Context: an optimization exercise on an open-source flow, tuned for a short achievable clock period. The choices shown serve that exercise and are no tape-out recipe. Function was checked by simulation only, so behaviour that the tests miss may differ from the original. Power and IR drop assume default switching activity.

[flow/design.v]
module alarm_dueby #(
    parameter W = 16
) (
    input  wire [W-1:0] c,        
    input  wire [W-1:0] nsched,   
    input  wire [W-1:0] nextra,   
    output wire         due
);
    wire [W-1:0] s = c ^ nextra ^ nsched;
    wire [W-1:0] k = (c & nextra) | (c & nsched) | (nextra & nsched);
    localparam N = W - 1;
    wire [N-1:0] kk = {k[N-2:0], 1'b0};
    wire [N-1:0] g0 = s[N-1:0] & kk;
    wire [N-1:0] p0 = s[N-1:0] | kk;
    localparam L = (N > 32) ? 6 : (N > 16) ? 5 : (N > 8) ? 4 : (N > 4) ? 3 : (N > 2) ? 2 : 1;
    wire [N-1:0] g [0:L];
    wire [N-1:0] p [0:L];
    assign g[0] = g0;
    assign p[0] = p0;
    genvar l, i;
    generate
        for (l = 0; l < L; l = l + 1) begin : lvl
            for (i = 0; i < N; i = i + 1) begin : bt
                if (i >= (1 << l)) begin : comb
                    assign g[l+1][i] = g[l][i] | (p[l][i] & g[l][i - (1 << l)]);
                    assign p[l+1][i] = p[l][i] & p[l][i - (1 << l)];
                end else begin : thru
                    assign g[l+1][i] = g[l][i];
                    assign p[l+1][i] = p[l][i];
                end
            end
        end
    endgenerate
    wire carry = g[L][N-1];       
    wire top   = s[W-1] ^ k[W-2];
    assign due = ~(top ^ carry);
endmodule
module alarm_timer #(
    parameter TW = 32,
    parameter W  = 24,
    parameter S  = 8
) (
    input  wire          clk,
    input  wire          rst,
    input  wire [TW-1:0] now,
    input  wire [2:0]    t_op,
    input  wire [W-1:0]  t_arg,
    output wire          t_due
);
    reg  [W-1:0] nsched;
    wire [W-1:0] c  = now[S +: W];
    wire [W-1:0] na = ~t_arg;
    wire [W-1:0] nc = ~c;
    wire due;
    alarm_dueby #(.W(W)) u_cmp (
        .c      (c),
        .nsched (nsched),
        .nextra (na),
        .due    (due)
    );
    wire op_due = (t_op == 3'd3) | (t_op == 3'd4) | (t_op == 3'd5);
    assign t_due = due & op_due & ~rst;
    wire [W-1:0] usum = c + na + nsched;
    wire due_u = ~usum[W-1];
    wire [W-1:0] n_set    = nc + na + 3;       
    wire [W-1:0] n_now    = nc + 2;            
    wire [W-1:0] n_repeat = nsched + na + 1;   
    always @(posedge clk) begin
        if (rst) begin
            nsched <= {{(W-1){1'b0}}, 1'b1};
        end else begin
            case (t_op)
                3'd1:    nsched <= n_set;
                3'd2:    nsched <= n_now;
                3'd4:    if (due_u) nsched <= n_now;
                3'd5:    if (due_u) nsched <= n_repeat;
                default: nsched <= nsched;
            endcase
        end
    end
endmodule
module dmx_frame_decoder (
    input  wire        clk,
    input  wire        rst,
    input  wire        init,
    input  wire        in_valid,
    output wire        in_ready,
    input  wire [7:0]  in_data,
    input  wire [31:0] now,
    output reg         sink_cfg_valid,
    output reg  [9:0]  sink_cfg_count,
    output reg         sink_wr_valid,
    output reg  [8:0]  sink_wr_index,
    output reg  [7:0]  sink_wr_data,
    output reg         ok_pulse,
    output reg         err_pulse,
    output reg  [7:0]  err_tag,
    output reg         ok_indicator
);
    localparam [7:0] TAG_M    = 8'h4D;
    localparam [7:0] TAG_R    = 8'h52;
    localparam [7:0] TAG_ZERO = 8'h30;
    localparam [7:0] TAG_C    = 8'h43;
    reg        st_start, st_cmd, st_low, st_high, st_data;
    reg [7:0]  low;         
    reg [9:0]  active;      
    reg [9:0]  windex;      
    reg        more;        
    reg [15:0] nidle;       
    assign in_ready = ~(rst | init);
    wire       clr    = rst | init;
    wire       accept = in_valid & ~clr;
    wire [7:0] ch     = in_data;
    wire [15:0] c     = now[15:0];
    wire [15:0] idle_sum = c + nidle;
    wire idle_due = ~idle_sum[15];
    wire is_7e = (ch == 8'h7E);
    wire is_06 = (ch == 8'h06);
    wire is_e7 = (ch == 8'hE7);
    wire resync = ~st_start & is_7e & idle_due;
    wire low_zero = (low == 8'd0);
    wire d_zero   = low_zero & (ch == 8'd0);
    wire d_over   = (ch[7:2] != 6'd0) | (ch[1] & (ch[0] | ~low_zero));
    wire d_neq    = (ch[7:2] != 6'd0) | (ch[1:0] != active[9:8]) |
                    (low != active[7:0]);
    wire d_ok     = ~d_zero & ~d_over;
    wire err_disp = (st_start & ~is_7e) | (st_cmd & ~is_06) |
                    (st_high & ~d_ok) | (st_data & ~more & ~is_e7);
    wire err      = resync | err_disp;
    wire write    = st_data & more & ~resync;
    wire fin_ok   = st_data & ~more & is_e7;
    wire [9:0] windex_inc = windex + 10'd1;
    always @(posedge clk) begin
        sink_cfg_valid <= clr | (accept & (err | (st_high & d_neq)));
        sink_wr_valid  <= accept & write;
        ok_pulse       <= accept & fin_ok;
        err_pulse      <= accept & err;
        sink_cfg_count <= (~clr & st_high & ~d_over) ? {ch[1:0], low} : 10'd0;
        sink_wr_index  <= windex[8:0];
        sink_wr_data   <= ch;
        err_tag        <= resync ? TAG_R :
                          st_high ? (d_zero ? TAG_ZERO : TAG_C) : TAG_M;
        if (clr) begin
            st_start     <= 1'b1;
            st_cmd       <= 1'b0;
            st_low       <= 1'b0;
            st_high      <= 1'b0;
            st_data      <= 1'b0;
            active       <= 10'd0;
            windex       <= 10'd0;
            ok_indicator <= 1'b0;
            nidle        <= ~c + 16'hFF39;
        end else if (accept) begin
            nidle    <= ~c + 16'hFF39;
            st_start <= ~resync & ((st_start & ~is_7e) | (st_cmd & ~is_06) |
                        (st_high & ~d_ok) | (st_data & ~more));
            st_cmd   <= resync | (st_start & is_7e);
            st_low   <= ~resync & st_cmd & is_06;
            st_high  <= ~resync & st_low;
            st_data  <= ~resync & ((st_high & d_ok) | (st_data & more));
            if (st_low)
                low <= ch;
            if (err)
                active <= 10'd0;
            else if (st_high)
                active <= {ch[1:0], low};
            windex <= write ? windex_inc : 10'd0;
            more   <= st_high | (windex_inc != active);
            if (err)
                ok_indicator <= 1'b0;
            else if (fin_ok)
                ok_indicator <= 1'b1;
        end
    end
endmodule
module dmx_core (
    input  wire        clk,
    input  wire        rst,
    input  wire [31:0] now,
    input  wire        init,
    input  wire        in_valid,
    output wire        in_ready,
    input  wire [7:0]  in_data,
    output wire        sink_cfg_valid,
    output wire [9:0]  sink_cfg_count,
    output wire        sink_wr_valid,
    output wire [8:0]  sink_wr_index,
    output wire [7:0]  sink_wr_data,
    output wire        ok_pulse,
    output wire        err_pulse,
    output wire [7:0]  err_tag,
    output wire        ok_indicator,
    input  wire [2:0]  t_op,
    input  wire [23:0] t_arg,
    output wire        t_due
);
    dmx_frame_decoder u_dec (
        .clk            (clk),
        .rst            (rst),
        .init           (init),
        .in_valid       (in_valid),
        .in_ready       (in_ready),
        .in_data        (in_data),
        .now            (now),
        .sink_cfg_valid (sink_cfg_valid),
        .sink_cfg_count (sink_cfg_count),
        .sink_wr_valid  (sink_wr_valid),
        .sink_wr_index  (sink_wr_index),
        .sink_wr_data   (sink_wr_data),
        .ok_pulse       (ok_pulse),
        .err_pulse      (err_pulse),
        .err_tag        (err_tag),
        .ok_indicator   (ok_indicator)
    );
    alarm_timer #(
        .TW (32),
        .W  (24),
        .S  (8)
    ) u_timer (
        .clk   (clk),
        .rst   (rst),
        .now   (now),
        .t_op  (t_op),
        .t_arg (t_arg),
        .t_due (t_due)
    );
endmodule
[flow/flow/run.sh]
#!/bin/bash
# The standard layout (standard.sh), with the standard flow's synthesis run through
# synth_delay.tcl: the same synthesis, but ABC maps the logic with the
# delay-driven abc_delay.script, and the full-/half-adder cell extraction is
# off so that ABC sees the arithmetic as plain logic. Everything after
# synthesis is the standard flow. Output goes to standard.log; each tool's
# own log is under orfs/logs/.
set -euo pipefail
here=$(cd "$(dirname "${BASH_SOURCE[0]}")" && pwd)
export FLOW_SYNTH_TCL="$PWD/synth_recipe.tcl"
bash standard.sh SYNTH_SCRIPT="$here/synth_delay.tcl" ADDER_MAP_FILE= finish > standard.log 2>&1
[flow/flow/abc_delay.script]
strash
dch -f
map -r -D 500
topo
buffer -c
upsize -c -D 500
dnsize -c -D 500
[flow/flow/synth_delay.tcl]
# The standard flow's synthesis (synth_recipe.tcl, beside the work folder) with one change:
# the ABC run that maps the logic uses the delay-driven script in this folder
# (classic "map" with a tight delay target) instead of ORFS's abc_speed.script.
# Registers, their names and cell types are left exactly as the standard flow's synthesis
# makes them.
set ::delay_abc_script [file join [file dirname [info script]] abc_delay.script]
proc abc {args} {
    set i [lsearch -exact $args -script]
    if { $i >= 0 } {
        set args [lreplace $args [expr {$i + 1}] [expr {$i + 1}] $::delay_abc_script]
    }
    yosys abc {*}$args
}
source $::env(FLOW_SYNTH_TCL)
[flow/standard.sh]
#!/bin/bash
# synth_recipe.tcl (not shown) runs the flow's synth.tcl, then flattens the netlist and writes it again
# the make line also repeats each setting of config.mk as NAME=value (left out here)
make -C /OpenROAD-flow-scripts/flow DESIGN_CONFIG=/design/flow/config.mk WORK_HOME=/design/flow/orfs CLKGATE_MAP_FILE= SYNTH_SCRIPT=/design/flow/synth_recipe.tcl "${@:-finish}"
[flow/config.mk]
export PLATFORM = sky130hd
export DESIGN_NAME = dmx_core
export DESIGN_NICKNAME = dmx_core
export VERILOG_FILES = /design/flow/design.v
export SDC_FILE = /design/flow/constraint.sdc
export NUM_CORES = 4
export LEC_CHECK = 0
export CAP_MARGIN = 20
export CORE_MARGIN = 2
export CORE_UTILIZATION = 40
export SETUP_SLACK_MARGIN = 3.0
export SLEW_MARGIN = 20
[flow/constraint.sdc]
create_clock -name core_clock -period 7.0 [get_ports {clk}]
set_input_delay 1.4000 -clock core_clock [delete_from_list [all_inputs] [get_ports {clk}]]
set_output_delay 1.4000 -clock core_clock [all_outputs]
set_load 0.01 [all_outputs]
==> impl_metrics.csv, run 1 <==
group,metric,value,unit
status,status,"timing/DRC/antenna clean",
global_route,grt_usage,35.8,%
routing,drt_iter0_drc,1946,
logic_synthesis,ys_ff_latch,112,
clocking,clock-sinks,112,
worst_setup_path,cpMaxStageDelayCell,"nor2b_1",
clocking,root_buffer,"clkbuf_16",
min_path,worstHoldStart,"u_dec.windex[8]",
timing,fin_crit,4470,ps
worst_setup_path,cp-start-kind,"input pin",
final_layout,n_antenna_cell,0,
place,place_hpwl,56400,um
logic_synthesis,yosys-top-cells-area,"dfxtp_1 11%, nand2_1 10%, nand3_1 9.0%",
run,max_cap_violations,0,
power_and_ir_drop,p_comb_share,48.1,%
worst_setup_path,cp_cell_sequence,"buf_2, nor2b_1, a2bb2oi_1, o21ai_2, nand3_2, nand3_4, nand3_4, nand4_4, nand2_2, nor2_4, buf_6",
routing,route.detailed.drc,0,
timing,slew_headroom,30.6,%
power_and_ir_drop,switching_share,47.3,%
timing,finalSetupViolCount,0,
timing,rsz0062_at_grt,"yes",
worst_setup_path,cp.required,5600,ps
final_layout,area_delta_synth_final,16.3,%
floorplan,rows,71,
clocking,clock_latency,390,ps
routing,drt_first_pass_iters,7,
logic_synthesis,netlist_area,15300,um2
floorplan,io_pins,113,
timing,tightest_slew,1030,ps
worst_setup_path,path_common_cell,"nand3_4",
timing,period_share,63.9,%
timing,fmax,224,MHz
min_path,hold_path_depth,0,
clocking,h-tree-depth,3,
worst_setup_path,r2r_cells,12,
power_and_ir_drop,power_leakage,6.80,nW
routing,num_vias,19123,
logic_synthesis,ys_seq_area_share,16.3,%
floorplan,die_h,200,um
routing,detail-route-antenna-nets,0,
floorplan,start_util,40.6,%
clocking,clockBufferDepth,2,
clocking,cts_buffers,9,
final_layout,finalNetCount,2515,
logic_synthesis,synth_nets,2458,
floorplan,core,37700,um2
floorplan,die_area,39800,um2
worst_setup_path,rr_startpoint,"u_timer.nsched[16]",
timing,setup_tns,0,ps
timing,skew,18.9,ps
worst_setup_path,timing.rr.end,"u_timer.nsched[23]",
power_and_ir_drop,power.density,147,nW/um2
place,gp_congestion,1.01,
worst_setup_path,max_stage_delay,340,ps
logic_synthesis,synth_top_cell_by_area,"dfxtp_1",
power_and_ir_drop,vdd_drop_max,104,uV
logic_synthesis,yosys_warnings,3,
global_route,antenna_found_initial,1,
logic_synthesis,synth_cell_types,74,
worst_setup_path,path_class,"input pin to output pin",
worst_setup_path,cp_max_fo,16,
worst_setup_path,crit_path_end_kind,"output pin",
logic_synthesis,synth_cells,2387,
logic_synthesis,synth_edf_count,25,
logic_synthesis,synth_top_area_share,11.4,%
worst_setup_path,reg2reg_slack,3640,ps
logic_synthesis,syn_avg_cell_area,6.41,um2
global_route,grt.met1_usage,44.3,%
routing,vias_per_cell,6.46,
global_route,grt_pass1_wl,109000,um
power_and_ir_drop,p_int,1.38,mW
global_route,grt_pass1_vias,18011,
global_route,grt.busiest_layer,"met2",
logic_synthesis,ys.flop_type,"dfxtp_1",
clocking,cts.clk_slew.worst_paths,100,ps
global_route,gr-usage-met2,58.0,%
global_route,grt_overflow,0,
timing,hold_viol,0,
power_and_ir_drop,p_seq_share,28.8,%
floorplan,die_width,200,um
timing,slew_viol_final,0,
final_layout,drive_above_1_share,12.8,%
global_route,grt.met3_usage,7.51,%
worst_setup_path,cp.arrival,3070,ps
min_path,whs_endpoint,"u_dec.sink_wr_index[8]",
power_and_ir_drop,p_clk_share,23.1,%
routing,drt-wirelength-per-cell,24.5,um
min_path,hold_path_class,"flop to flop",
power_and_ir_drop,p_total,2.62,mW
logic_synthesis,ys_async_sr_fraction,0,%
place,port_buffers,111,
power_and_ir_drop,netSwitchingPower,1.24,mW
routing,routed_wl,72400,um
global_route,grt_max_degree,32,
clocking,cts_tree,"built",
## power by group through the flow
stage	combinational (mW)	clock [mW]	sequential (mW)
2_1_floorplan	0.798	0	0.724
3_3_place_gp	1.13	0	0.760
3_5_place_dp	1.13	0	0.761
4_1_cts	1.20	0.610	0.752
5_1_grt	1.35	0.634	0.762
6_report	1.26	0.605	0.755
## worst max-delay path by stage
stage | from | to | slack, ps | depth (start not counted)
5_1_grt | t_arg[16] | t_due | 2470 | 10
6_report | t_arg[1] | t_due | 2530 | 11
4_1_cts | now[14] | t_due | 2540 | 13
3_3_place_gp | now[16] | t_due | 1040 | 12
2_1_floorplan | t_arg[17] | t_due | 3000 | 10
3_5_place_dp | now[16] | t_due | 1060 | 12
## flip-flops by register name, indices dropped and copies added, names as in the netlist, 6 cells and up
name                  cells
u_timer.nsched           24
u_dec.nidle              16
u_dec.active             10
u_dec.sink_cfg_count     10
u_dec.windex             10
u_dec.sink_wr_index       9
u_dec.low                 8
u_dec.sink_wr_data        8
u_dec.err_tag             6
## through the flow
| stage | cells | area (um2) | util (%) | hold WS, ps | setup slack (ps) |
|---|---|---|---|---|---|
| floorplan | 2387 | 15300 | - | 329 | 3000 |
| global placement | 2892 | 16500 | 43.7 | 424 | 1040 |
| detailed placement | 2892 | 16500 | 43.7 | 428 | 1060 |
| CTS | 2950 | 17500 | 46.5 | 444 | 2540 |
| global route | 2960 | 17800 | 47.3 | 463 | 2470 |
| finish | 2960 | 17800 | 47.3 | 445 | 2530 |
## layout make-up
cell class	instances	area, um2
fillers	4009	19900
clock inverters	7	95.1
inverters	116	448
flip-flops and latches	112	2490
clock buffers	9	225
multi-input cells	2026	12200
repair buffers	179	1690
well taps	511	639
## critical path: cells and delay by family
family          cells  cell delay [ps]
simple gates        7              930
compound gates      2              350
buf+inv             2              380
## kinds of logic after synthesis
family                 after synthesis  synth area share, %
AO/OA/AOI/OAI                      580                 25.5
other                                1               0.0245
flip-flops                         112                 16.3
XOR/XNOR                            19                 1.68
AND/OR/NAND/NOR                   1426                 48.6
buffers and inverters              249                 7.93
## layout by cell type (no fill, tap or decap), drive strengths merged, types with 60 or more instances in the layout
cell type      Yosys  final
dfxtp             87     87
nand4            189    189
nand2b           123    123
nand3b            60     60
nand2            415    415
nand3            289    289
buf               94    103
clkdlybuf4s50      0     62
nor2             183    183
inv              115    119
o21ai             90     90
a21oi            150    150
## synth_stat cells, types with 6 or more instances
cell       instances
nand4_2            6
o2bb2ai_1         13
o22ai_1           46
nor2_2            12
a31oi_1           37
o211ai_1          49
a2bb2oi_1         17
o21bai_1          34
nor4_1            36
nor2_1           167
nand2b_1         122
edfxtp_1          25
buf_2             47
nor3_1            18
xnor2_1           13
and2_1            39
and3_1             6
dfxtp_1           87
nor2b_1           56
nand4_1          177
nand4_4            6
o31ai_1           11
o21a_1            10
nand3_1          274
o22a_1             8
a41oi_1           17
o2111ai_1         10
buf_6             12
xor3_1             6
a21oi_1          147
o211a_1           17
a21o_1             8
inv_1            114
buf_4             33
a32oi_1           15
nand3b_1          52
o21ai_1           16
o21ai_0           74
a22oi_1           26
nand3_2           15
clkbuf_1          36
nand2_1          414
nand3b_2           8
## timing repair
| action | in CTS | in global routing |
|---|---|---|
| hold buffers | 0 | 0 |
| setup endpoints to repair | 49 | 30 |
| pin swaps | 31 | 28 |
| setup buffers | 40 | 10 |
| gates cloned | 2 | 0 |
| endpoints found under the hold margin | 0 | 0 |
| gates resized for setup | 387 | 58 |
## metal layers
| metal | wire length [um] | part of all wire (%) | vias to the layer above |
|---|---|---|---|
| met5 | 18 | 0.025 | - |
| met3 | 6060 | 8.4 | 169 |
| met4 | 4260 | 5.9 | 2 |
| met2 | 32900 | 45 | 902 |
| met1 | 29200 | 40 | 9098 |
| li1 | - | - | 8952 |
==> run 2, diff against run 1 <==
--- a/flow/design.v
+++ b/flow/design.v
@@ -61,6 +61,4 @@
     wire op_due = (t_op == 3'd3) | (t_op == 3'd4) | (t_op == 3'd5);
     assign t_due = due & op_due & ~rst;
-    wire [W-1:0] usum = c + na + nsched;
-    wire due_u = ~usum[W-1];
     wire [W-1:0] n_set    = nc + na + 3;       
     wire [W-1:0] n_now    = nc + 2;            
@@ -73,6 +71,6 @@
                 3'd1:    nsched <= n_set;
                 3'd2:    nsched <= n_now;
-                3'd4:    if (due_u) nsched <= n_now;
-                3'd5:    if (due_u) nsched <= n_repeat;
+                3'd4:    if (due) nsched <= n_now;
+                3'd5:    if (due) nsched <= n_repeat;
                 default: nsched <= nsched;
             endcase
==> flow/flow/run.sh (replaced) <==
#!/bin/bash
# The standard layout (standard.sh), with the standard flow's synthesis run through
# synth_delay.tcl: the same synthesis, but ABC maps the logic with the
# delay-driven abc_delay.script, and the full-/half-adder cell extraction is
# off so that ABC sees the arithmetic as plain logic. Pin placement gets the
# constraints in io_pins.tcl (sourced just before ORFS's place_pins).
# Everything else is the standard flow. Output goes to standard.log; each
# tool's own log is under orfs/logs/.
set -euo pipefail
here=$(cd "$(dirname "${BASH_SOURCE[0]}")" && pwd)
export FLOW_SYNTH_TCL="$PWD/synth_recipe.tcl"
bash standard.sh SYNTH_SCRIPT="$here/synth_delay.tcl" ADDER_MAP_FILE= \
    PRE_IO_PLACEMENT_TCL="$here/io_pins.tcl" finish > standard.log 2>&1
==> flow/flow/abc_delay.script (replaced) <==
strash
dch -f
map -D 500
topo
buffer -c
upsize -c -D 500
dnsize -c -D 500
==> flow/flow/io_pins.tcl (new file) <==
# Pin placement hook, sourced just before ORFS's place_pins.
# The stand-alone timer's inputs and its combinational output t_due sit
# side by side on the bottom edge, in bit order, so that the due test's
# logic cone is compact; in_ready sits next to its inputs rst and init.
set_io_pin_constraint -group -order -region bottom:* -pin_names {t_arg[0] now[8] t_arg[1] now[9] t_arg[2] now[10] t_arg[3] now[11] t_arg[4] now[12] t_arg[5] now[13] t_arg[6] now[14] t_arg[7] now[15] t_arg[8] now[16] t_arg[9] now[17] t_arg[10] now[18] t_arg[11] now[19] t_op[0] t_op[1] t_op[2] t_due rst init in_ready t_arg[12] now[20] t_arg[13] now[21] t_arg[14] now[22] t_arg[15] now[23] t_arg[16] now[24] t_arg[17] now[25] t_arg[18] now[26] t_arg[19] now[27] t_arg[20] now[28] t_arg[21] now[29] t_arg[22] now[30] t_arg[23] now[31]}
==> run 2 against run 1 <==
Net effect:
- global-route usage decreased by 1.0 points
- critical path depth unchanged
- fmax decreased by 2.8%
- area after synthesis decreased by 31%
- combinational power decreased by 22%
- synthesized cell count decreased by 29%
- setup slack got worse by 130 ps
- critical path type unchanged
- largest cell class unchanged
==> impl_metrics.csv, run 2 <==
group,metric,value,unit
final_layout,finalNetCount,1904,
logic_synthesis,yosys-top-cells-area,"dfxtp_1 16%, nand2_1 15%, nand3_1 9.4%",
logic_synthesis,ys_ff_latch,112,
clocking,h-tree-depth,3,
timing,slew_headroom,39.8,%
worst_setup_path,startpoint,"t_arg[0]",
timing,hold_viol,0,
timing,rsz0062_at_grt,"yes",
power_and_ir_drop,power.density,173,nW/um2
logic_synthesis,synth_cells,1704,
final_layout,final_cell_mix,"352 x nand2_1, 170 x nand3_1, 159 x nor2_1",
timing,slew_viol_final,0,
min_path,worstHoldStart,"u_dec.windex[5]",
worst_setup_path,r2r_cells,12,
worst_setup_path,cp-start-kind,"input pin",
clocking,clock_latency,380,ps
clocking,cts_buffers,9,
worst_setup_path,reg2reg_slack,3750,ps
place,gp_congestion,1.06,
routing,vias_per_cell,6.15,
logic_synthesis,synth_cell_types,70,
clocking,cts_tree,"built",
clocking,clock-sinks,112,
routing,drt-wirelength-per-cell,23.0,um
global_route,grt_overflow,0,
floorplan,core,26000,um2
logic_synthesis,yosys_warnings,3,
power_and_ir_drop,power_leakage,5.56,nW
global_route,grt_pass1_wl,74400,um
run,max_cap_violations,0,
logic_synthesis,synth_top_area_share,16.5,%
timing,skew,17.0,ps
min_path,hold_path_depth,0,
routing,num_vias,13386,
power_and_ir_drop,vdd_drop_max,122,uV
final_layout,top_register,"u_timer.nsched",
clocking,root_buffer,"clkbuf_16",
floorplan,die_area,27800,um2
logic_synthesis,synth_top_cell_by_area,"dfxtp_1",
worst_setup_path,crit_path_end_kind,"output pin",
timing,hold_ws,364,ps
final_layout,layout_commonest_cell,"nand2_1",
floorplan,rows,59,
clocking,clockBufferDepth,2,
floorplan,die_width,167,um
logic_synthesis,netlist_area,10600,um2
worst_setup_path,cp.arrival,3200,ps
final_layout,area_delta_synth_final,25.5,%
timing,finalSetupViolCount,0,
timing,setup_tns,0,ps
min_path,whs_endpoint,"u_dec.sink_wr_index[5]",
final_layout,drive_above_1_share,19.5,%
timing,fmax,217,MHz
place,placed_cells,2122,
final_layout,largestRegisters,"u_timer.nsched (24), u_dec.nidle (16)",
worst_setup_path,cp_max_fo,4,
logic_synthesis,syn_avg_cell_area,6.21,um2
logic_synthesis,synth_edf_count,25,
routing,routed_wl,50100,um
timing,period_share,65.7,%
min_path,hold_path_class,"flop to flop",
worst_setup_path,cp.required,5600,ps
place,place_hpwl,39700,um
timing,tightest_slew,903,ps
floorplan,die_h,167,um
logic_synthesis,synth.most_common_cell,"nand2_1",
routing,drt_first_pass_iters,5,
logic_synthesis,ys_seq_area_share,23.5,%
final_layout,largest_reg_flops,24,
place,port_buffers,111,
global_route,antenna_found_initial,2,
routing,detail-route-antenna-nets,0,
logic_synthesis,synth_nets,1775,
worst_setup_path,rr_startpoint,"u_timer.nsched[2]",
timing,fin_crit,4600,ps
final_layout,final_util,51.1,%
global_route,grt_pass1_vias,12394,
global_route,grt_usage,34.8,%
routing,drt_iter0_drc,1322,
status,status,"timing/DRC/antenna clean",
floorplan,start_util,40.7,%
worst_setup_path,path_class,"input pin to output pin",
global_route,grt_max_degree,26,
routing,route.detailed.drc,0,
final_layout,layoutNonFillerInstCount,2175,
floorplan,io_pins,113,
final_layout,fillers,2742,
logic_synthesis,ys.flop_type,"dfxtp_1",
logic_synthesis,yosys-top-cells-count,"414 x nand2_1, 198 x nand3_1, 167 x nor2_1",
worst_setup_path,timing.rr.end,"u_timer.nsched[23]",
clocking,cts.clk_slew.worst_paths,100,ps
logic_synthesis,ys_async_sr_fraction,0,%
-- run 2: changes by cell type in the layout (fill, tap and decap cells not counted), moves of 40 or more --
cell	previous run	this run
nand2b_1	89	0
nand3_1	261	170
nand4_1	177	95
nand2_1	407	352
a21oi_1	143	103
nand2_2	8	59
-- run 2: worst max-delay path by stage --
stage	depth (start not counted)	slack, ps	end
2_1_floorplan	9	2950	t_due
3_3_place_gp	13	1110	t_due
3_5_place_dp	13	1090	t_due
4_1_cts	11	2420	t_due
5_1_grt	12	2380	t_due
6_report	11	2400	t_due
-- run 2: layout make-up --
cell class,count,area (um2),area share [%]
Timing Repair Buffer,157,1410,10.6
Sequential cell,112,2490,18.8
Multi-Input combinational cell,1394,7960,60.0
Clock buffer,9,225,1.70
Tap cell,335,419,3.16
Antenna cell,2,5.00,0.0377
Inverter,159,666,5.01
Clock inverter,7,96.3,0.725
-- run 2: critical path: stages --
cell and delay, ps:
clkdlybuf4s15_2 210, inv_2 70, nand2_2 50, a21oi_2 130, a41oi_2 160, o211ai_1 350
nand3_2 170, nand3_2 130, nand2_2 60, a211oi_2 270, buf_2 180
-- run 2: report_power, final --
group	total (mW)	switching (mW)	internal, mW
Clock	0.581	0.315	0.265
Combinational	0.980	0.664	0.317
Sequential	0.732	0.0379	0.694
Total	2.29	1.02	1.28
-- run 2: logic make-up after synthesis --
kind of cell,count (synthesis),synth area share (%)
DFF,112,23.5
other,1,0.0354
and+or+nand+nor,985,43.3
AOI/OAI and AO/OA,374,22.4
xor gates and xnor gates,34,2.88
buffers and inverters,198,7.81
-- run 2: metal layers --
| metal | GRT usage, % | wire (um) | up-vias | share of wire [%] |
|---|---|---|---|---|
| li1 | - | - | 6303 | - |
| met3 | 5.96 | 3690 | 172 | 7.4 |
| met5 | 0 | 0 | - | 0 |
| met1 | 41.3 | 19700 | 6277 | 39 |
| met4 | 22.0 | 3860 | 0 | 7.7 |
| met2 | 58.2 | 22800 | 634 | 46 |
-- run 2: metrics by stage --
step	setup WS, ps	cell area (um2)	power (mW)
floorplan	2950	10800	1.29
global placement	1110	12100	1.59
detailed placement	1090	12100	1.60
finish	2400	13300	2.29
CTS	2420	12800	2.22
global route	2380	13300	2.39
-- run 2: repair_timing --
| item | CTS | global route |
|---|---|---|
| pin swaps | 26 | 34 |
| resized for setup | 345 | 124 |
| hold buffers | 0 | 0 |
| buffers inserted | 18 | 17 |
| endpoints found under the setup margin | 36 | 8 |
==> run 3, diff against run 2 <==
--- a/flow/config.mk
+++ b/flow/config.mk
@@ -9,4 +9,5 @@
 export CORE_MARGIN = 2
 export CORE_UTILIZATION = 40
+export PLACE_DENSITY = 0.85
 export SETUP_SLACK_MARGIN = 3.0
 export SLEW_MARGIN = 20
==> run 3 against run 2 <==
Net effect:
- still clean
- first-iteration DRC count increased by 18%
- utilization rose by 0.68 points
- global-route usage is 0.58 points lower
- combinational power about the same
- largest cell class unchanged
==> impl_metrics.csv, run 3 <==
group,metric,value,unit
clocking,cts_buffers,9,
routing,drt_first_pass_iters,8,
power_and_ir_drop,switching_share,44.0,%
power_and_ir_drop,p_int,1.30,mW
logic_synthesis,synth.most_common_cell,"nand2_1",
logic_synthesis,synth_top_cell_by_area,"dfxtp_1",
min_path,hold_path_class,"flop to flop",
logic_synthesis,synth_cell_types,70,
logic_synthesis,synth_top_area_share,16.5,%
clocking,h-tree-depth,3,
floorplan,core,26000,um2
logic_synthesis,synth_nets,1775,
power_and_ir_drop,netSwitchingPower,1.02,mW
timing,finalSetupViolCount,0,
timing,slew_headroom,37.3,%
final_layout,largestRegisters,"u_timer.nsched (24), u_dec.nidle (16)",
floorplan,rows,59,
worst_setup_path,cp-start-kind,"input pin",
final_layout,finalNetCount,1898,
final_layout,largest_reg_flops,24,
logic_synthesis,yosys-top-cells-area,"dfxtp_1 16%, nand2_1 15%, nand3_1 9.4%",
routing,vias_per_cell,6.33,
final_layout,layout_commonest_cell,"nand2_1",
run,max_cap_violations,0,
timing,fmax,218,MHz
logic_synthesis,ys_async_sr_fraction,0,%
place,port_buffers,111,
timing,setup_tns,0,ps
floorplan,die_h,167,um
clocking,clockBufferDepth,2,
clocking,root_buffer,"clkbuf_16",
global_route,grt_usage,34.2,%
place,place_hpwl,39000,um
routing,num_vias,13709,
clocking,cts.clk_slew.worst_paths,90,ps
power_and_ir_drop,power.density,172,nW/um2
final_layout,area_delta_synth_final,27.2,%
global_route,antenna_found_initial,1,
timing,hold_viol,0,
logic_synthesis,synth_cells,1704,
clocking,clock_latency,380,ps
status,status,"timing/DRC/antenna clean",
timing,skew,14.9,ps
global_route,grt_max_degree,26,
routing,routed_wl,49400,um
logic_synthesis,syn_avg_cell_area,6.21,um2
power_and_ir_drop,p_seq_share,31.5,%
timing,slew_viol_final,0,
routing,wl_met2,22000,um
logic_synthesis,synth.area.mux_share,0,%
logic_synthesis,synth_top_family_by_area,"simple AND/OR/NAND/NOR gates",
worst_setup_path,rr_startpoint,"u_timer.nsched[7]",
power_and_ir_drop,p_comb_share,43.3,%
global_route,grt_pass1_vias,12652,
worst_setup_path,path_class,"input pin to output pin",
worst_setup_path,reg2reg_slack,3790,ps
logic_synthesis,ys_ff_latch,112,
logic_synthesis,netlist_area,10600,um2
final_layout,layoutNonFillerInstCount,2167,
worst_setup_path,cp.required,5600,ps
place,gp_congestion,1.02,
timing,fin_crit,4590,ps
routing,drt_iter0_drc,1554,
power_and_ir_drop,power_leakage,5.61,nW
timing,period_share,65.6,%
timing,hold_ws,370,ps
place,placed_cells,2121,
logic_synthesis,yosys.area_share.simple,43.3,%
logic_synthesis,synth_edf_count,25,
worst_setup_path,r2r_cells,11,
final_layout,drive_above_1_share,19.2,%
power_and_ir_drop,p_clk_share,25.2,%
final_layout,top_register,"u_timer.nsched",
routing,route.detailed.drc,0,
final_layout,final_cell_mix,"358 x nand2_1, 172 x nand3_1, 158 x nor2_1",
power_and_ir_drop,vdd_drop_max,120,uV
final_layout,final_area,13500,um2
floorplan,start_util,40.7,%
routing,detail-route-antenna-nets,0,
final_layout,n_antenna_cell,0,
logic_synthesis,ys_seq_area_share,23.5,%
worst_setup_path,crit_path_end_kind,"output pin",
clocking,clock-sinks,112,
worst_setup_path,critPathCapture,"t_due",
routing,drt-wirelength-per-cell,22.8,um
worst_setup_path,cp_max_fo,8,
routing,wl_met3,4860,um
worst_setup_path,timing.rr.end,"u_timer.nsched[23]",
global_route,grt_overflow,0,
worst_setup_path,startpoint,"t_arg[10]",
logic_synthesis,synth_compound_area_share,22.4,%
logic_synthesis,yosys_warnings,3,
logic_synthesis,synth_xor_area_share,2.88,%
floorplan,io_pins,113,
worst_setup_path,cp.arrival,3190,ps
floorplan,die_width,167,um
logic_synthesis,ys.flop_type,"dfxtp_1",
clocking,cts_tree,"built",
place,dpl-instance-area,12100,um2
floorplan,die_area,27800,um2
logic_synthesis,yosys-top-cells-count,"414 x nand2_1, 198 x nand3_1, 167 x nor2_1",
timing,rsz0062_at_grt,"yes",
routing,wl_met1,19100,um
global_route,grt_pass1_wl,73700,um
timing,tightest_slew,939,ps
routing,highest_layer,"met5",
logic_synthesis,synth_fa_ha_area_share,0,%
-- run 3: metal layers --
metal / track usage (%) / up-vias
met5: 0 / -
met4: 21.0 / 2
met3: 7.15 / 187
met2: 54.5 / 865
met1: 42.4 / 6386
li1: - / 6269
-- run 3: logic make-up (layout without fill, tap and decap cells) --
kind of cell           count (synthesis)  count (layout)
XOR/XNOR                              34              34
other                                  1               1
buffers and inverters                198             326
AO/OA/AOI/OAI                        374             374
flip-flops                           112             112
AND/OR/NAND/NOR                      985             985
-- run 3: cell type report --
cell class	count	area, um2
clock buffer	10	250
multi-input combinational	1394	8030
timing repair buffer	151	1520
inverter	159	684
clock inverter	6	67.6
tap	335	419
fill	2641	12500
sequential	112	2490
-- run 3: power by group through the flow --
stage | sequential (mW) | combinational (mW) | clock, mW
2_1_floorplan | 0.732 | 0.563 | 0
3_3_place_gp | 0.739 | 0.853 | 0
3_5_place_dp | 0.740 | 0.856 | 0
4_1_cts | 0.729 | 0.951 | 0.590
5_1_grt | 0.735 | 1.06 | 0.607
6_report | 0.732 | 1.00 | 0.584
-- run 3: repair_timing --
action	CTS	global route
cloned	1	0
buffers inserted	25	4
pin swaps	51	13
hold buffers	0	0
setup endpoints to repair	45	15
gates resized for setup	492	26
-- run 3: worst max-delay path: stages --
cell	delay [ps]
buf_12	110
nor2_2	30
nand3b_1	240
nand3_4	150
nand4_1	220
a21oi_2	280
o21bai_4	110
nand3_4	80
nand2_4	60
a211oi_4	300
buf_2	180
-- run 3: stage by stage --
stage / setup WS, ps / util, % / total power, mW
6_report: 2410 / 51.8 / 2.32
5_1_grt: 2310 / 51.8 / 2.41
4_1_cts: 2510 / 51.3 / 2.27
3_5_place_dp: 1010 / 46.7 / 1.60
3_3_place_gp: 1150 / 46.7 / 1.59
2_1_floorplan: 2950 / - / 1.29
-- run 3: worst min path at each step --
stage | slack (ps) | endpoint | cells after the start | from
CTS | 370 | u_dec.sink_wr_index[4] | 0 | u_dec.windex[4]
detailed placement | 360 | u_dec.sink_wr_index[4] | 0 | u_dec.windex[4]
global placement | 360 | u_dec.sink_wr_index[4] | 0 | u_dec.windex[4]
floorplan | 350 | u_dec.sink_wr_index[4] | 0 | u_dec.windex[4]
finish | 370 | u_dec.sink_wr_index[4] | 0 | u_dec.windex[4]
global route | 380 | u_dec.sink_wr_index[4] | 0 | u_dec.windex[4]
==> run 4, diff against run 3 <==
--- a/flow/config.mk
+++ b/flow/config.mk
@@ -8,6 +8,6 @@
 export CAP_MARGIN = 20
 export CORE_MARGIN = 2
-export CORE_UTILIZATION = 40
-export PLACE_DENSITY = 0.85
+export CORE_UTILIZATION = 55
+export PLACE_DENSITY = 0.75
 export SETUP_SLACK_MARGIN = 3.0
 export SLEW_MARGIN = 20
==> run 4 against run 3 <==
Net effect:
- still clean on timing, DRC and antenna
- fmax down 1.1%
- count of clock-buffer cells in the layout decreased by 1
- die area fell by 27%
- area after synthesis is the same
- sequential share of layout area increased by 0.61 points
- critical path depth is the same
- worst hold slack better by 7.2 ps
- register-to-register slack worse by 610 ps
- global-route usage grew 11 points
- final area decreased by 3.2%
- power down 2.2%
- utilization grew 18 points
- largest cell class unchanged
- largest power group unchanged
- highest routed layer is now met4
==> impl_metrics.csv, run 4 <==
group,metric,value,unit
logic_synthesis,syn_avg_cell_area,6.21,um2
clocking,cts_tree,"built",
power_and_ir_drop,power.density,174,nW/um2
power_and_ir_drop,power_leakage,5.54,nW
run,max_cap_violations,0,
timing,fmax,215,MHz
final_layout,layoutNonFillerInstCount,2069,
floorplan,die_h,143,um
floorplan,io_pins,113,
global_route,grt.met3_usage,12.8,%
clocking,cts_buffers,9,
final_layout,finalNetCount,1898,
min_path,hold_path_class,"flop to flop",
place,port_buffers,111,
timing,tightest_slew,1230,ps
final_layout,drive_above_1_share,18.5,%
logic_synthesis,ys_seq_area_share,23.5,%
power_and_ir_drop,vdd_drop_max,172,uV
timing,hold_viol,0,
timing,period_share,66.3,%
timing,finalSetupViolCount,0,
routing,route.detailed.drc,0,
timing,setup_tns,0,ps
place,place_hpwl,36100,um
final_layout,fillers,1597,
final_layout,layout_commonest_cell,"nand2_1",
timing,slew_headroom,17.5,%
routing,drt_first_pass_iters,9,
logic_synthesis,synth_top_area_share,16.5,%
status,status,"timing/DRC/antenna clean",
worst_setup_path,r2r_cells,13,
final_layout,final_cell_mix,"351 x nand2_1, 176 x nand3_1, 158 x nor2_1",
final_layout,largestRegisters,"u_timer.nsched (24), u_dec.nidle (16)",
final_layout,top_register,"u_timer.nsched",
global_route,grt_overflow,0,
logic_synthesis,ys_async_sr_fraction,0,%
global_route,antenna_found_initial,3,
floorplan,die_width,143,um
logic_synthesis,synth_nets,1775,
logic_synthesis,synth.most_common_cell,"nand2_1",
routing,num_vias,14030,
worst_setup_path,cp.arrival,3240,ps
logic_synthesis,yosys-top-cells-area,"dfxtp_1 16%, nand2_1 15%, nand3_1 9.4%",
global_route,grt.met1_usage,47.9,%
logic_synthesis,synth_cells,1704,
worst_setup_path,cp_max_fo,9,
logic_synthesis,netlist_area,10600,um2
floorplan,core,18800,um2
global_route,grt_pass1_wl,71400,um
logic_synthesis,synth_cell_types,70,
place,placed_cells,2016,
timing,fin_crit,4640,ps
logic_synthesis,ys_ff_latch,112,
floorplan,start_util,56.4,%
routing,drt-wirelength-per-cell,23.0,um
min_path,hold_path_depth,0,
global_route,grt_max_degree,25,
clocking,clock_latency,370,ps
global_route,grt.busiest_layer,"met2",
worst_setup_path,path_class,"input pin to output pin",
worst_setup_path,crit_path_end_kind,"output pin",
logic_synthesis,ys.flop_type,"dfxtp_1",
logic_synthesis,yosys_warnings,3,
final_layout,final_util,69.4,%
final_layout,largest_reg_flops,24,
worst_setup_path,cp.required,5600,ps
floorplan,rows,50,
routing,detail-route-antenna-nets,0,
routing,drt_iter0_drc,1761,
clocking,cts.clk_slew.worst_paths,90,ps
global_route,gr-usage-met2,74.4,%
clocking,clockBufferDepth,2,
timing,slew_viol_final,0,
routing,routed_wl,47500,um
worst_setup_path,cp-start-kind,"input pin",
clocking,clock-sinks,112,
routing,vias_per_cell,6.78,
place,gp_congestion,1.12,
logic_synthesis,synth_top_cell_by_area,"dfxtp_1",
clocking,holdBufCountCts,0,
logic_synthesis,yosys-top-cells-count,"414 x nand2_1, 198 x nand3_1, 167 x nor2_1",
floorplan,die_area,20400,um2
global_route,grt_usage,45.6,%
global_route,grt_pass1_vias,13225,
timing,rsz0062_at_grt,"yes",
timing,skew,17.7,ps
clocking,h-tree-depth,3,
final_layout,area_delta_synth_final,23.1,%
logic_synthesis,synth_edf_count,25,
clocking,root_buffer,"clkbuf_16",
[run 4: critical path, cell delays in order]
cell      delay (ps)
buf_4            180
inv_2             90
nand3_2           90
nand2_2          100
a22oi_2          200
nand4_1          290
o21bai_4         300
nand3_2           90
nand2_2           70
a211oi_2         230
buf_2            160
[run 4: layout make-up]
class / count / area [um2] / area share [%]
Tap cell: 234 / 293 / 2.25
Antenna cell: 3 / 7.51 / 0.0576
Inverter: 159 / 659 / 5.06
Clock buffer: 9 / 225 / 1.73
Multi-Input combinational cell: 1394 / 7920 / 60.8
Timing Repair Buffer: 151 / 1340 / 10.3
Sequential cell: 112 / 2490 / 19.1
Clock inverter: 7 / 91.3 / 0.701
[run 4: layer usage]
layer	routed length, um	vias up	part of all wire [%]
met5	0	-	0
met4	5040	0	11
met3	4700	333	9.9
met2	21600	1035	45
met1	16300	6381	34
li1	-	6281	-
[run 4: final timing paths]
path                      start                endpoint  slack [ps]
min             u_dec.windex[2]  u_dec.sink_wr_index[2]         380
min reg2reg     u_dec.windex[2]  u_dec.sink_wr_index[2]         380
max reg2reg  u_timer.nsched[19]       u_timer.nsched[6]        3180
max                     now[24]                   t_due        2360
[run 4: report_power, final]
group | leakage [nW] | switching, mW | internal, mW | total (mW)
Clock | 0.155 | 0.311 | 0.263 | 0.575
Sequential | 0.954 | 0.0404 | 0.694 | 0.734
Combinational | 4.43 | 0.651 | 0.308 | 0.959
[run 4: repair_timing]
item	4_1_cts	5_1_grt
resized for setup	398	45
setup endpoints to repair	68	25
pin swaps	33	16
buffers inserted	28	6
[run 4: cells by family (layout without fill, tap and decap cells)]
logic type / Yosys count / count (layout) / share of synthesized area (%)
and+or+nand+nor: 985 / 985 / 43.3
AOI/OAI and AO/OA: 374 / 374 / 22.4
buffers and inverters: 198 / 326 / 7.81
DFF: 112 / 112 / 23.5
xor gates and xnor gates: 34 / 34 / 2.88
other: 1 / 4 / 0.0354
[run 4: through the flow]
step                      hold WS (ps)  cell area (um2)  setup slack (ps)  power (mW)
final                              377            13000              2360        2.27
after CTS                          376            12800              2510        2.19
after global routing               384            13000              2300        2.35
after detailed placement           364            12000              1140        1.56
after floorplan                    351            10800              2950        1.29
after global placement             366            12000              1140        1.55
==> run 5, diff against run 4 <==
--- a/flow/config.mk
+++ b/flow/config.mk
@@ -8,6 +8,7 @@
 export CAP_MARGIN = 20
 export CORE_MARGIN = 2
-export CORE_UTILIZATION = 55
-export PLACE_DENSITY = 0.75
+export CORE_UTILIZATION = 40
+export GPL_ROUTABILITY_DRIVEN = 0
+export PLACE_DENSITY = 0.8
 export SETUP_SLACK_MARGIN = 3.0
 export SLEW_MARGIN = 20
==> run 5 against run 4 <==
Net effect:
- synthesized cell count did not move
- critical endpoint unchanged
- power fell by 0.15%
- area after synthesis stayed put
- via count is 0.79% lower
- sequential share of layout area shrank 0.18 points
- non-clock buffer count grew 8
- clock skew shrank 2.6 ps
- fmax up 1.3%
- flip-flop and latch count unchanged
- global-route usage fell by 14 points
- highest routed layer unchanged
==> impl_metrics.csv, run 5 <==
group,metric,value,unit
global_route,grt_pass1_wl,70200,um
final_layout,largest_reg_flops,24,
min_path,worstHoldStart,"u_dec.windex[5]",
final_layout,final_cell_mix,"362 x nand2_1, 173 x nand3_1, 160 x nor2_1",
final_layout,finalNetCount,1906,
power_and_ir_drop,vdd_drop_max,126,uV
clocking,cts_buffers,9,
final_layout,largestRegisters,"u_timer.nsched (24), u_dec.nidle (16)",
clocking,clock-sinks,112,
logic_synthesis,ys_ff_latch,112,
logic_synthesis,yosys-top-cells-count,"414 x nand2_1, 198 x nand3_1, 167 x nor2_1",
routing,vias_per_cell,6.39,
clocking,clockBufferDepth,2,
logic_synthesis,ys_async_sr_fraction,0,%
floorplan,core,26000,um2
logic_synthesis,synth_nets,1775,
routing,drt_iter0_drc,1878,
power_and_ir_drop,p_clk_share,24.9,%
floorplan,start_util,40.7,%
floorplan,die_h,167,um
timing,rsz0062_at_grt,"yes",
routing,num_vias,13919,
run,max_cap_violations,0,
final_layout,seqCellArea,2490,um2
worst_setup_path,cp_max_fo,7,
global_route,grt_overflow,0,
global_route,grt_usage,31.9,%
power_and_ir_drop,p_total,2.26,mW
worst_setup_path,cp.arrival,3180,ps
worst_setup_path,path_class,"input pin to output pin",
worst_setup_path,cp-start-kind,"input pin",
worst_setup_path,cp.required,5600,ps
power_and_ir_drop,netSwitchingPower,0.987,mW
worst_setup_path,rr_startpoint,"u_timer.nsched[18]",
floorplan,rows,59,
routing,drt_first_pass_iters,9,
logic_synthesis,ys.flop_type,"dfxtp_1",
timing,fmax,218,MHz
timing,setup_tns,0,ps
timing,slew_viol_final,0,
final_layout,drive_above_1_share,18.6,%
floorplan,die_width,167,um
worst_setup_path,crit_path_end_kind,"output pin",
clocking,holdBufCountCts,0,
clocking,h-tree-depth,3,
global_route,antenna_found_initial,3,
logic_synthesis,yosys-top-cells-area,"dfxtp_1 16%, nand2_1 15%, nand3_1 9.4%",
clocking,cts.clk_slew.worst_paths,90,ps
logic_synthesis,synth.most_common_cell,"nand2_1",
logic_synthesis,ys_seq_area_share,23.5,%
final_layout,area_delta_synth_final,24.2,%
worst_setup_path,startpoint,"now[23]",
final_layout,layout_commonest_cell,"nand2_1",
routing,drt-wirelength-per-cell,20.6,um
global_route,grt_max_degree,26,
final_layout,fillers,2482,
power_and_ir_drop,p_comb_share,42.7,%
logic_synthesis,synth_cell_types,70,
power_and_ir_drop,p_int,1.28,mW
place,port_buffers,111,
timing,slew_headroom,34.9,%
timing,skew,15.1,ps
logic_synthesis,synth_top_cell_by_area,"dfxtp_1",
logic_synthesis,synth_top_area_share,16.5,%
final_layout,top_register,"u_timer.nsched",
logic_synthesis,yosys_warnings,3,
logic_synthesis,synth_edf_count,25,
logic_synthesis,syn_avg_cell_area,6.21,um2
routing,route.detailed.drc,0,
power_and_ir_drop,power.density,172,nW/um2
global_route,grt_pass1_vias,12913,
place,place_hpwl,32400,um
power_and_ir_drop,p_seq_share,32.3,%
power_and_ir_drop,switching_share,43.6,%
floorplan,die_area,27800,um2
timing,hold_viol,0,
clocking,cts_tree,"built",
floorplan,io_pins,113,
clocking,clock_latency,370,ps
power_and_ir_drop,power_leakage,5.55,nW
logic_synthesis,netlist_area,10600,um2
routing,routed_wl,45000,um
timing,finalSetupViolCount,0,
logic_synthesis,synth_cells,1704,
timing,fin_crit,4580,ps
clocking,root_buffer,"clkbuf_16",
routing,detail-route-antenna-nets,0,
timing,period_share,65.4,%
final_layout,multiInputGateArea,7840,um2
status,status,"timing/DRC/antenna clean",
timing,tightest_slew,977,ps
min_path,hold_path_class,"flop to flop",
## run 5: cell types whose count changed in the layout (fill, tap and decap cells not counted), moves of 3 or more
cell / change
clkbuf_4: -4
nand2_2: -6
inv_2: +4
o2111ai_2: +3
buf_4: +13
nand2_1: +11
nand3_2: +3
nand3_1: -3
nand2_4: -5
inv_8: -3
buf_2: -3
## run 5: power groups by stage
stage	logic (mW)	clock network [mW]	registers (mW)
CTS	0.882	0.571	0.729
global placement	0.791	0	0.739
finish	0.968	0.565	0.732
floorplan	0.563	0	0.732
detailed placement	0.804	0	0.741
global route	1.03	0.591	0.735
## run 5: logic make-up (layout without fill, tap and decap cells)
logic type | count (synthesis) | count (layout) | share of synthesized area [%]
AOI/OAI and AO/OA | 374 | 374 | 22.4
and+or+nand+nor | 985 | 985 | 43.3
xor gates and xnor gates | 34 | 34 | 2.88
other | 1 | 3 | 0.0354
buffers and inverters | 198 | 334 | 7.81
DFF | 112 | 112 | 23.5
## run 5: final cells by class
cell class	instances	area share, %
clock buffer	9	1.71
sequential	112	19.0
multi-input combinational	1394	59.6
clock inverter	7	0.733
timing repair buffer	159	10.8
antenna	2	0.0381
tap	335	3.19
inverter	159	4.94
## run 5: layer usage
layer | vias to the layer above | global-route usage, % | share of wire [%]
met5 | - | 0 | 0
met2 | 1042 | 48.6 | 42
met3 | 347 | 11.5 | 12
met1 | 6240 | 35.9 | 35
met4 | 0 | 25.9 | 11
li1 | 6290 | - | -
## run 5: path summary, 6_finish.rpt
check | slack [ps] | cells after the start | end
max | 2420 | 12 | t_due
min | 370 | 0 | u_dec.sink_wr_index[5]
max reg2reg | 3740 | 16 | u_timer.nsched[23]
min reg2reg | 370 | 0 | u_dec.sink_wr_index[5]
## run 5: through the flow
step	std cells	cell area (um2)	hold WS, ps	setup slack (ps)	utilization, %
after floorplan	1704	10800	351	2950	-
after global placement	2117	12100	359	1240	46.6
after detailed placement	2117	12100	363	1210	46.6
after CTS	2169	13000	373	2630	50.1
after global routing	2175	13100	379	2440	50.6
final	2177	13100	373	2420	50.6
## run 5: critical path, stage by stage
cell,delay [ps]
buf_4,210
inv_2,120
nand3_2,110
nand2_1,80
nand2_1,70
nand4_1,230
nor3_4,280
nand3_2,140
nand3_2,120
nand2_2,80
a211oi_2,170
buf_2,170
## run 5: what timing repair did
item                       CTS  global route
resized for setup          407            13
buffers inserted            35             6
pin swaps                   38             2
setup endpoints to repair   36            35
cloned                       1             0
==> run 6, diff against run 5 <==
--- a/flow/flow/run.sh
+++ b/flow/flow/run.sh
@@ -5,4 +5,5 @@
 # off so that ABC sees the arithmetic as plain logic. Pin placement gets the
 # constraints in io_pins.tcl (sourced just before ORFS's place_pins).
+# Port buffers are buf_4 rather than the smallest buffer (a delay cell).
 # Everything else is the standard flow. Output goes to standard.log; each
 # tool's own log is under orfs/logs/.
@@ -11,3 +12,4 @@
 export FLOW_SYNTH_TCL="$PWD/synth_recipe.tcl"
 bash standard.sh SYNTH_SCRIPT="$here/synth_delay.tcl" ADDER_MAP_FILE= \
-    PRE_IO_PLACEMENT_TCL="$here/io_pins.tcl" finish > standard.log 2>&1
+    PRE_IO_PLACEMENT_TCL="$here/io_pins.tcl" \
+    BUFFER_PORTS_ARGS="-buffer_cell sky130_fd_sc_hd__buf_4" finish > standard.log 2>&1
--- a/flow/config.mk
+++ b/flow/config.mk
@@ -9,6 +9,4 @@
 export CORE_MARGIN = 2
 export CORE_UTILIZATION = 40
-export GPL_ROUTABILITY_DRIVEN = 0
-export PLACE_DENSITY = 0.8
 export SETUP_SLACK_MARGIN = 3.0
 export SLEW_MARGIN = 20
==> run 6 against run 5 <==
Net effect:
- still clean
- count of clock-buffer cells in the layout is the same
- clock skew rose by 10 ps
- flip-flop and latch count unchanged
- non-clock buffer count shrank 24
- synthesized cell count is the same
- via count fell by 5.9%
- utilization down 1.9 points
- largest cell class unchanged
==> impl_metrics.csv, run 6 <==
group,metric,value,unit
floorplan,die_width,167,um
logic_synthesis,ys_async_sr_fraction,0,%
routing,drt-wirelength-per-cell,23.3,um
logic_synthesis,synth_top_cell_by_area,"dfxtp_1",
power_and_ir_drop,power_leakage,5.46,nW
power_and_ir_drop,p_seq_share,32.6,%
global_route,grt.met1_usage,40.5,%
timing,period_share,66.7,%
worst_setup_path,cpMaxStageDelayCell,"nor3_2",
global_route,grt_pass1_vias,12468,
logic_synthesis,ys.flop_type,"dfxtp_1",
final_layout,top_register,"u_timer.nsched",
status,status,"timing/DRC/antenna clean",
routing,drt_iter0_drc,1410,
clocking,clockBufferDepth,2,
global_route,antenna_found_initial,2,
power_and_ir_drop,vdd_drop_max,130,uV
timing,fmax,214,MHz
timing,slew_headroom,37.7,%
global_route,grt_max_degree,26,
final_layout,final_cell_mix,"383 x nand2_1, 178 x nand3_1, 162 x nor2_1",
floorplan,die_h,167,um
timing,finalSetupViolCount,0,
clocking,root_buffer,"clkbuf_16",
worst_setup_path,crit_buf_inv,3,
timing,slew_viol_final,0,
logic_synthesis,syn_avg_cell_area,6.21,um2
worst_setup_path,cp-start-kind,"input pin",
clocking,cts.clk_slew.worst_paths,100,ps
clocking,h-tree-depth,3,
routing,detail-route-antenna-nets,0,
final_layout,area_delta_synth_final,19.5,%
power_and_ir_drop,switching_share,44.3,%
global_route,grt.met3_usage,5.47,%
timing,fin_crit,4670,ps
final_layout,final_area,12600,um2
power_and_ir_drop,netSwitchingPower,0.992,mW
logic_synthesis,synth.most_common_cell,"nand2_1",
routing,route.detailed.drc,0,
logic_synthesis,synth_top_area_share,16.5,%
floorplan,die_area,27800,um2
floorplan,core,26000,um2
logic_synthesis,synth_edf_count,25,
clocking,cts_buffers,9,
final_layout,largest_reg_flops,24,
worst_setup_path,max_stage_delay,330,ps
global_route,grt_pass1_wl,75500,um
routing,num_vias,13103,
worst_setup_path,path_class,"input pin to output pin",
logic_synthesis,synth_nets,1775,
worst_setup_path,path_common_cell,"nand3_2",
global_route,grt.busiest_layer,"met2",
timing,setup_tns,0,ps
place,place_hpwl,40700,um
timing,rsz0062_at_grt,"yes",
place,gp_congestion,1.03,
global_route,grt_usage,35.4,%
worst_setup_path,cp.required,5600,ps
logic_synthesis,synth_cells,1704,
logic_synthesis,yosys-top-cells-area,"dfxtp_1 16%, nand2_1 15%, nand3_1 9.4%",
worst_setup_path,crit_family,"simple AND/OR/NAND/NOR gates",
power_and_ir_drop,p_comb_share,41.1,%
power_and_ir_drop,power.density,177,nW/um2
final_layout,layout_commonest_cell,"nand2_1",
logic_synthesis,ys_ff_latch,112,
floorplan,start_util,40.7,%
power_and_ir_drop,p_clk_share,26.3,%
place,dpl-instance-area,11800,um2
routing,vias_per_cell,6.09,
routing,drt_first_pass_iters,6,
timing,hold_viol,0,
min_path,hold_path_class,"flop to flop",
power_and_ir_drop,p_int,1.25,mW
worst_setup_path,cp_max_fo,6,
clocking,clock-sinks,112,
clocking,clock_latency,390,ps
worst_setup_path,cp_cell_sequence,"buf_8, inv_2, o211ai_1, nand3b_1, o2111ai_2, nor3_2, nand3_2, nand3_2, nand2_2, a211oi_4, buf_4",
place,port_buffers,111,
floorplan,io_pins,113,
worst_setup_path,cp.arrival,3270,ps
final_layout,fillers,2728,
logic_synthesis,netlist_area,10600,um2
floorplan,rows,59,
logic_synthesis,yosys_warnings,3,
timing,tightest_slew,932,ps
clocking,holdBufCountCts,0,
final_layout,finalNetCount,1882,
timing,skew,25.3,ps
global_route,gr-usage-met2,61.2,%
run,max_cap_violations,0,
global_route,grt_overflow,0,
logic_synthesis,synth_cell_types,70,
worst_setup_path,crit_path_end_kind,"output pin",
logic_synthesis,ys_seq_area_share,23.5,%
logic_synthesis,yosys-top-cells-count,"414 x nand2_1, 198 x nand3_1, 167 x nor2_1",
clocking,cts_tree,"built",
routing,routed_wl,50100,um
final_layout,largestRegisters,"u_timer.nsched (24), u_dec.nidle (16)",
final_layout,drive_above_1_share,18.8,%
[run 6: metal layers]
metal  part of all wire [%]  up-vias
met5                      0        -
met4                    7.7        0
met3                    6.1      137
met2                     48      611
met1                     38     6115
li1                       -     6240
[run 6: logic make-up (layout without fill, tap and decap cells)]
group | count (synthesis) | count (layout) | share of synthesized area (%)
simple gates | 985 | 985 | 43.3
compound gates | 374 | 374 | 22.4
buf+inv | 198 | 310 | 7.81
flops | 112 | 112 | 23.5
xor+xnor | 34 | 34 | 2.88
other cells | 1 | 3 | 0.0354
[run 6: layout make-up]
| class | count | area [um2] | share of cell area [%] |
|---|---|---|---|
| clock buffer | 9 | 225 | 1.78 |
| timing repair buffer | 135 | 1090 | 8.66 |
| multi-input combinational | 1394 | 7690 | 60.8 |
| sequential | 112 | 2490 | 19.7 |
| inverter | 159 | 624 | 4.94 |
| clock inverter | 7 | 93.8 | 0.742 |
| tap | 335 | 419 | 3.31 |
| antenna | 2 | 5.00 | 0.0396 |
[run 6: power groups by stage]
stage               Clock (mW)  Combinational (mW)  Sequential (mW)
finish                   0.591               0.921            0.730
global placement             0               0.842            0.741
CTS                      0.599               0.887            0.728
global route             0.619               0.995            0.734
detailed placement           0               0.838            0.742
floorplan                    0               0.563            0.732
[run 6: final timing paths]
check             cells past startpoint                     end  slack, ps                from
setup / recovery                     11                   t_due       2330             now[19]
hold / removal                        0  u_dec.sink_wr_index[4]        370     u_dec.windex[4]
setup reg to reg                     11      u_timer.nsched[13]       3780  u_timer.nsched[18]
hold reg to reg                       0  u_dec.sink_wr_index[4]        370     u_dec.windex[4]
[run 6: through the flow]
step | util [%] | std cells | power [mW] | hold WS, ps | worst slack [ps]
finish | 48.7 | 2153 | 2.24 | 370 | 2330
global route | 48.7 | 2153 | 2.35 | 391 | 2260
CTS | 48.4 | 2147 | 2.21 | 376 | 2390
detailed placement | 45.5 | 2116 | 1.58 | 362 | 2130
global placement | 45.5 | 2116 | 1.58 | 361 | 2040
floorplan | - | 1704 | 1.29 | 351 | 2950
[run 6: what timing repair did]
action                                 CTS  global route
setup endpoints to repair               21             2
pin swaps                               25            10
endpoints found under the hold margin    0             0
resized for setup                       87            11
cloned                                   0             0
buffers inserted                        15             3
==> run 7, diff against run 6 <==
--- a/flow/design.v
+++ b/flow/design.v
@@ -61,4 +61,6 @@
     wire op_due = (t_op == 3'd3) | (t_op == 3'd4) | (t_op == 3'd5);
     assign t_due = due & op_due & ~rst;
+    wire [W-1:0] usum = c + na + nsched;
+    wire due_u = ~usum[W-1];
     wire [W-1:0] n_set    = nc + na + 3;       
     wire [W-1:0] n_now    = nc + 2;            
@@ -71,6 +73,6 @@
                 3'd1:    nsched <= n_set;
                 3'd2:    nsched <= n_now;
-                3'd4:    if (due) nsched <= n_now;
-                3'd5:    if (due) nsched <= n_repeat;
+                3'd4:    if (due_u) nsched <= n_now;
+                3'd5:    if (due_u) nsched <= n_repeat;
                 default: nsched <= nsched;
             endcase
--- a/flow/flow/run.sh
+++ b/flow/flow/run.sh
@@ -5,5 +5,4 @@
 # off so that ABC sees the arithmetic as plain logic. Pin placement gets the
 # constraints in io_pins.tcl (sourced just before ORFS's place_pins).
-# Port buffers are buf_4 rather than the smallest buffer (a delay cell).
 # Everything else is the standard flow. Output goes to standard.log; each
 # tool's own log is under orfs/logs/.
@@ -12,4 +11,3 @@
 export FLOW_SYNTH_TCL="$PWD/synth_recipe.tcl"
 bash standard.sh SYNTH_SCRIPT="$here/synth_delay.tcl" ADDER_MAP_FILE= \
-    PRE_IO_PLACEMENT_TCL="$here/io_pins.tcl" \
-    BUFFER_PORTS_ARGS="-buffer_cell sky130_fd_sc_hd__buf_4" finish > standard.log 2>&1
+    PRE_IO_PLACEMENT_TCL="$here/io_pins.tcl" finish > standard.log 2>&1
==> flow/flow/abc_delay.script (replaced) <==
strash
dch -f
map -r -D 500
topo
buffer -c
upsize -c -D 500
dnsize -c -D 500
==> run 7 against run 6 <==
Net effect:
- sequential power grew 3.8%
- routed wire length is 46% higher
- combinational power rose by 34%
- cell count up 36%
- clock skew down 2.0 ps
- non-clock buffer count is 11 higher
- global-route usage up 1.1 points
- register-to-register slack lost 80 ps
- sequential share of layout area fell by 5.4 points
- synthesized cell count up 40%
- count of clock-buffer cells in the layout stayed put
- setup slack improved by 220 ps
- critical endpoint unchanged
- highest routed layer unchanged
==> impl_metrics.csv, run 7 <==
group,metric,value,unit
final_layout,largestRegisters,"u_timer.nsched (24), u_dec.nidle (16)",
worst_setup_path,crit_path_end_kind,"output pin",
clocking,clock-sinks,112,
global_route,grt_usage,36.6,%
worst_setup_path,cp.arrival,3050,ps
timing,fin_crit,4450,ps
final_layout,final_util,46.3,%
floorplan,io_pins,113,
worst_setup_path,cp-start-kind,"input pin",
final_layout,finalNetCount,2482,
clocking,holdBufCountCts,0,
routing,detail-route-antenna-nets,0,
floorplan,start_util,40.6,%
floorplan,die_width,200,um
clocking,cts_buffers,9,
final_layout,final_area,17500,um2
logic_synthesis,synth_cells,2387,
min_path,worstHoldStart,"u_dec.windex[8]",
place,dpl-instance-area,16500,um2
timing,rsz0062_at_grt,"yes",
min_path,whs_endpoint,"u_dec.sink_wr_index[8]",
run,max_cap_violations,0,
power_and_ir_drop,power.density,148,nW/um2
power_and_ir_drop,p_total,2.59,mW
floorplan,core,37700,um2
logic_synthesis,synth_cell_types,74,
min_path,hold_path_class,"flop to flop",
final_layout,layout_commonest_cell,"nand2_1",
logic_synthesis,synth_top_area_share,11.4,%
worst_setup_path,path_class,"input pin to output pin",
logic_synthesis,synth_top_cell_by_area,"dfxtp_1",
final_layout,largest_reg_flops,24,
logic_synthesis,ys_async_sr_fraction,0,%
logic_synthesis,synth_nets,2458,
timing,setup_tns,0,ps
timing,period_share,63.6,%
logic_synthesis,yosys_warnings,3,
timing,hold_ws,476,ps
logic_synthesis,ys_ff_latch,112,
worst_setup_path,rr_startpoint,"u_timer.nsched[18]",
worst_setup_path,cp_max_fo,4,
final_layout,area_delta_synth_final,14.1,%
routing,routed_wl,73200,um
clocking,root_buffer,"clkbuf_16",
clocking,clock_latency,400,ps
logic_synthesis,ys_seq_area_share,16.3,%
worst_setup_path,timing.rr.end,"u_timer.nsched[19]",
place,place_hpwl,57800,um
timing,finalSetupViolCount,0,
floorplan,die_area,39800,um2
logic_synthesis,netlist_area,15300,um2
clocking,h-tree-depth,3,
routing,route.detailed.drc,0,
logic_synthesis,yosys-top-cells-count,"414 x nand2_1, 274 x nand3_1, 177 x nand4_1",
timing,tightest_slew,1190,ps
final_layout,top_register,"u_timer.nsched",
timing,skew,23.2,ps
routing,drt_iter0_drc,1956,
min_path,hold_path_depth,0,
routing,num_vias,19014,
final_layout,final_cell_mix,"409 x nand2_1, 269 x nand3_1, 177 x nand4_1",
timing,slew_headroom,20.7,%
global_route,grt_max_degree,32,
final_layout,drive_above_1_share,11.1,%
place,port_buffers,111,
worst_setup_path,r2r_cells,10,
floorplan,die_h,200,um
logic_synthesis,synth.most_common_cell,"nand2_1",
routing,drt-wirelength-per-cell,25.0,um
routing,drt_first_pass_iters,6,
global_route,antenna_found_initial,2,
power_and_ir_drop,vdd_drop_max,235,uV
clocking,cts_tree,"built",
status,status,"timing/DRC/antenna clean",
timing,hold_viol,0,
routing,vias_per_cell,6.49,
clocking,clockBufferDepth,2,
floorplan,rows,71,
worst_setup_path,cp.required,5600,ps
logic_synthesis,synth_edf_count,25,
power_and_ir_drop,power_leakage,6.63,nW
worst_setup_path,startpoint,"now[8]",
global_route,grt_pass1_wl,110000,um
logic_synthesis,ys.flop_type,"dfxtp_1",
logic_synthesis,syn_avg_cell_area,6.41,um2
clocking,cts.clk_slew.worst_paths,90,ps
timing,fmax,225,MHz
place,gp_congestion,1.04,
logic_synthesis,yosys-top-cells-area,"dfxtp_1 11%, nand2_1 10%, nand3_1 9.0%",
worst_setup_path,reg2reg_slack,3700,ps
timing,slew_viol_final,0,
global_route,grt_overflow,0,
global_route,grt_pass1_vias,18029,
[run 7: worst max-delay path by stage]
stage	to	slack [ps]
after floorplan	t_due	3000
after global placement	t_due	1020
after detailed placement	t_due	960
after CTS	t_due	2610
after global routing	t_due	2470
final	t_due	2550
[run 7: report_power, final]
part           internal [mW]  switching (mW)  total [mW]  leakage, nW
logic                  0.404           0.831        1.23         5.51
registers              0.691          0.0671       0.758        0.955
clock network          0.267           0.331       0.598        0.158
[run 7: critical path: stages]
cell and delay (ps):
buf_6 70, buf_6 120, clkinvlp_4 110, o211ai_1 190, nand3_1 150, o21ai_2 200, nand3_2 130, nand3_4 120
nand3_4 110, a31oi_2 250, nor2_4 80, buf_6 120
[run 7: final cells by class]
cell class              instances  area [um2]
clock buffers                   9         225
flip-flops and latches        112        2490
well taps                     511         639
inverters                     116         454
clock inverters                 7         100
fillers                      4040       20200
repair buffers                146        1370
multi-input cells            2026       12200
diodes                          2        5.00
[run 7: repair_timing]
item | in CTS | in global routing
endpoints found under the setup margin | 48 | 13
resized for setup | 422 | 15
buffers inserted | 17 | 1
hold endpoints to repair | 0 | 0
pin swaps | 21 | 10
[run 7: logic make-up after synthesis]
| group | count (synthesis) | synth area share [%] |
|---|---|---|
| other | 1 | 0.0245 |
| XOR/XNOR | 19 | 1.68 |
| buffers and inverters | 249 | 7.93 |
| AO/OA/AOI/OAI | 580 | 25.5 |
| flip-flops | 112 | 16.3 |
| AND/OR/NAND/NOR | 1426 | 48.6 |
[run 7: layer usage]
metal	part of all wire (%)	global-route usage [%]	wire length, um	up-vias
met3	7.1	6.43	5200	240
met2	45	59.1	32800	858
met1	40	44.7	29600	9053
met4	7.6	24.0	5570	0
met5	0	0	0	-
li1	-	-	-	8863
[run 7: stage by stage]
step	worst slack [ps]	cells
2_1_floorplan	3000	2387
3_3_place_gp	1020	2893
3_5_place_dp	958	2893
4_1_cts	2610	2926
5_1_grt	2470	2929
6_report	2550	2929

==> re-timing with driven ports <==
Ports are ideal in the flow. The routed layouts listed here were re-timed in OpenROAD.
Step 1: set_driving_cell puts a clkbuf_16 on clk and a buf_2 on each other input, an assumption about the parent block.
Step 2 moves the port delays by t, midway between the first and last clock arrival at a register: inputs arrive t later, outputs are due t later. That takes back most of the time a late clock gives input paths.
Three values: ideal, step 1, step 2; two values: the first two.
| run | t, ns | setup slack, ns | worst setup path after step 2 |
|---|---|---|---|
| run 1 | 0.434 | 2.530 / 2.485 / 2.485 | input to output |
| run 2 | 0.423 | 2.402 / 2.294 / 2.294 | input to output |
| run 3 | 0.418 | 2.410 / 2.316 / 2.316 | input to output |
| run 4 | 0.414 | 2.359 / 2.315 / 2.091 | input to register |
| run 5 | 0.411 | 2.419 / 2.389 / 2.389 | input to output |
| run 6 | 0.429 | 2.328 / 2.222 / 2.222 | input to output |
| run 7 | 0.449 | 2.549 / 2.483 / 2.483 | input to output |
After both steps setup and hold are still met in every run listed. For run 4, which loses most, drivers alone change the setup slack by -0.044 ns; drivers and shift together by -0.268 ns.
